From an optimization exercise on the open Yosys and OpenROAD flow, aimed at small area, a short achievable clock period and few clock cycles; shortcuts taken in it are not production practice.
Where RTL was checked, it was by simulation tests only, not by an equivalence proof against the original.
Power figures rest on the tool's default switching activity, not on a simulated workload.

== v15 ==
Design hexcrc, start of the top module:
module hexcrc (
    input  wire        clk,
    input  wire        rst,           
    input  wire        start,         
    input  wire [31:0] start_addr,
    input  wire [31:0] end_addr,
    output reg         busy,
    input  wire        in_valid,
    input  wire [7:0]  in_data,
    input  wire        in_end,        
    output wire        in_ready,
    output reg         done,          
    output wire [1:0]  status,        
    output wire [3:0]  err_code,      
    output wire [15:0] crc            
);
export LEC_CHECK = 0
export CAP_MARGIN = 20
export CORE_MARGIN = 2
export CORE_UTILIZATION = 57
export PLACE_DENSITY = 0.7
export SETUP_SLACK_MARGIN = 4.2
export SLEW_MARGIN = 20
create_clock -name core_clock -period 7.0 [get_ports {clk}]
standard.sh (not shown) runs the stock make flow with config.mk's settings and CLKGATE_MAP_FILE= SYNTH_SCRIPT=/design/flow/synth_recipe.tcl, a recipe that flattens the netlist after the stock synthesis.
==> flow/flow/run.sh <==
#!/bin/bash
# Standard layout (the standard.sh: standard synthesis, floorplan, place,
# CTS, route, finish), except that the port buffers are buf_1 cells instead of
# the delay cells buffer_ports picks by default.  Every port still gets its
# own buffer.  make's full output goes to standard.log in the work folder;
# ORFS keeps each step's log under orfs/logs/.
set -euo pipefail
export BUFFER_PORTS_ARGS="-buffer_cell sky130_fd_sc_hd__buf_1"
bash standard.sh > standard.log 2>&1
Testbench counts of v15, summed over its fixed seeds: cycles 137,353.
Input-level comparison between v38 and v15:
Settings: CORE_UTILIZATION changed from 57 to 50; CTS_BUF_LIST newly set to sky130_fd_sc_hd__clkbuf_4 sky130_fd_sc_hd__clkbuf_8; PLACE_DENSITY changed from 0.7 to 0.65.
[summary]
- From v15 to v38 the numbers moved as follows: maximum fanout count along the critical path climbed 5, logic depth of the worst register-to-register path dropped 3, layout net count climbed 0.86%, count of buffers not belonging to the clock network in the layout climbed 2.
- v38 has worst hold slack below what v15 had.
- Summary — core utilization, v38 relative to v15: lower, by 7.3 points.
- In the metrics for v15 and v38, the one carrying the higher final instance area is v38.
## Diff of input files: v7 against v38
Settings: CTS_BUF_LIST no longer set, was sky130_fd_sc_hd__clkbuf_4 sky130_fd_sc_hd__clkbuf_8; SETUP_SLACK_MARGIN now 3.9, was 4.2; PLACE_DENSITY now 0.75, was 0.65; CORE_UTILIZATION now 65, was 50.
==> comparison <==
Compared with v38, v7 improves routed wire length. v38 and v7 ended up with roughly the same number of cells on the worst reg-to-reg path. Compared with v38, clock-buffer cell count in v7 decreased by more than a quarter. [compare] base=v38 new=v7: length of routed met2 wiring saw a decrease, H-tree depth reported by CTS decreased 1, layout overhead on the synthesized area moved down, combinational group share of total power decreased by 0.5 points relative to the old numbers. Changes observed in v7 relative to v38: share of total power in the clock network picked up an extra 0.3 points, sum of internal, switching and leakage power neither gained nor lost much.
For v36, these inputs were changed with respect to v7:
Settings: changing CORE_UTILIZATION from 65 to 50; changing PLACE_DENSITY from 0.75 to 0.65; changing SETUP_SLACK_MARGIN from 3.9 to 4.35.
==> notes.md <==
| fraction of area in multi-input gates | v36 vs v7 | 0.97 points lower |. Taking v7 as the reference, in v36 global-route track usage on met2 saw a decrease; detailed-routed wire length on met3 now sits lower; combinational power share level; pre-CTS setup slack +250 ps; final cell count increased by 7.1% relative to the old numbers. ~same via count in v36 and v7. Delta (v36 minus v7): data arrival time of the critical path now smaller; overall power now larger. For summed area of non-filler cells in the final layout, dividing the value from v36 by the value from v7 gives 1.06.
Input-level comparison between v55 and v36:
Settings: SETUP_SLACK_MARGIN now 4.2, was 4.35.
--- outcome ---
Looking at total vias in the final route, v55 sits 232 below v36. v55: internal power 8.0% below v36. Between v36 and v55, the clock skew figures differ only marginally. Wire length, v55 vs v36: down by a few percent. v55 vs v36 — clock share of power dropped 3.7 points. Comparing v36 and v55, number of detailed-routing iterations run before antenna repair is higher on v36. Compared with v36, v55 shows a lower design area.

---

Another version of the RTL of hexcrc (not shown whole).
For scale: ~100 I/O pins.
## hexcrc
module hexcrc (
    input  wire        clk,
    input  wire        rst,           
    input  wire        start,         
    input  wire [31:0] start_addr,
    input  wire [31:0] end_addr,
    output reg         busy,
    input  wire        in_valid,
    input  wire [7:0]  in_data,
    input  wire        in_end,        
    output wire        in_ready,
    output reg         done,          
    output wire [1:0]  status,        
    output wire [3:0]  err_code,      
    output wire [15:0] crc            
);
    localparam LK = 5;             
    localparam [3:0] E_TOO_SHORT  = 4'd1,
                     E_BAD_START  = 4'd2,
                     E_BAD_DIGIT  = 4'd3,
                     E_LENGTH     = 4'd4,
                     E_CHECKSUM   = 4'd5,
                     E_UNKNOWN    = 4'd6,
                     E_BAD_ELA    = 4'd7,
                     E_AFTER_EOF  = 4'd8;
  ...
==> flow/config.mk <==
export PLATFORM = sky130hd
export DESIGN_NAME = hexcrc
export DESIGN_NICKNAME = hexcrc
export VERILOG_FILES = /design/flow/design.v
export SDC_FILE = /design/flow/constraint.sdc
export NUM_CORES = 4
export LEC_CHECK = 0
export CAP_MARGIN = 20
export CORE_MARGIN = 2
export CORE_UTILIZATION = 65
export CTS_BUF_LIST = sky130_fd_sc_hd__clkbuf_4 sky130_fd_sc_hd__clkbuf_8
export PLACE_DENSITY = 0.75
export SETUP_SLACK_MARGIN = 4.2
export SLEW_MARGIN = 20
==> flow/constraint.sdc <==
create_clock -name core_clock -period 7.0 [get_ports {clk}]
set_input_delay 1.4000 -clock core_clock [delete_from_list [all_inputs] [get_ports {clk}]]
set_output_delay 1.4000 -clock core_clock [all_outputs]
set_load 0.01 [all_outputs]
Scripts as last shown in full above: flow/flow/run.sh
The starting point finished with timing, DRC and antenna clean.
Rerun with:
Settings changed: CORE_UTILIZATION 65 to 50, CTS_BUF_LIST sky130_fd_sc_hd__clkbuf_4 sky130_fd_sc_hd__clkbuf_8 to default, PLACE_DENSITY 0.75 to 0.65, SETUP_SLACK_MARGIN 4.2 to 4.5.
- The new run ran to the end with no violations
- power goes up by 4.6%
- wire length goes up by about 3.3%
- synthesized cell count is unchanged
- global-route usage goes down by 7.1 points
- clock skew goes down by 0.013 ns
No run of this note included a check of the RTL's function; only the layout flow was run.

## port drivers added, routing unchanged
The flow's constraints put no driver on any port. The routed layouts listed below were extracted and timed again, unchanged, in two steps. Step 1 assumes that a clkbuf_16 drives the clock port and a buf_2 every other input. Step 2 times the ports against the registers' clock, not the clock port: input delays grow and output delays shrink by t, the midpoint of the rising clock arrivals with the driver on. Slacks: no drivers / after step 1 / after step 2; pairs: no drivers / after step 1.
run	t (ns)	setup slack, ns	clock arrival spread, ns	worst register clock-pin slew, ns
v15	0.611	4.029 / 4.029 / 4.029	0.020 / 0.019	0.07 / 0.07
v38	0.627	4.029 / 4.029 / 4.029	0.022 / 0.021	0.06 / 0.06
v7	0.593	3.928 / 3.928 / 3.928	0.020 / 0.020	0.07 / 0.07
v36	0.628	4.130 / 4.130 / 4.076	0.020 / 0.020	0.07 / 0.07
v55	0.612	4.016 / 4.016 / 4.016	0.019 / 0.020	0.07 / 0.07
the first run of note 2	0.600	3.733 / 3.733 / 3.733	0.034 / 0.034	0.07 / 0.07
the second run of note 2	0.633	3.664 / 3.664 / 3.664	0.021 / 0.020	0.07 / 0.07
After both steps every run listed still meets setup and hold. For v36, which loses most, drivers alone change the setup slack by 0.000 ns; drivers and shift together by -0.054 ns.
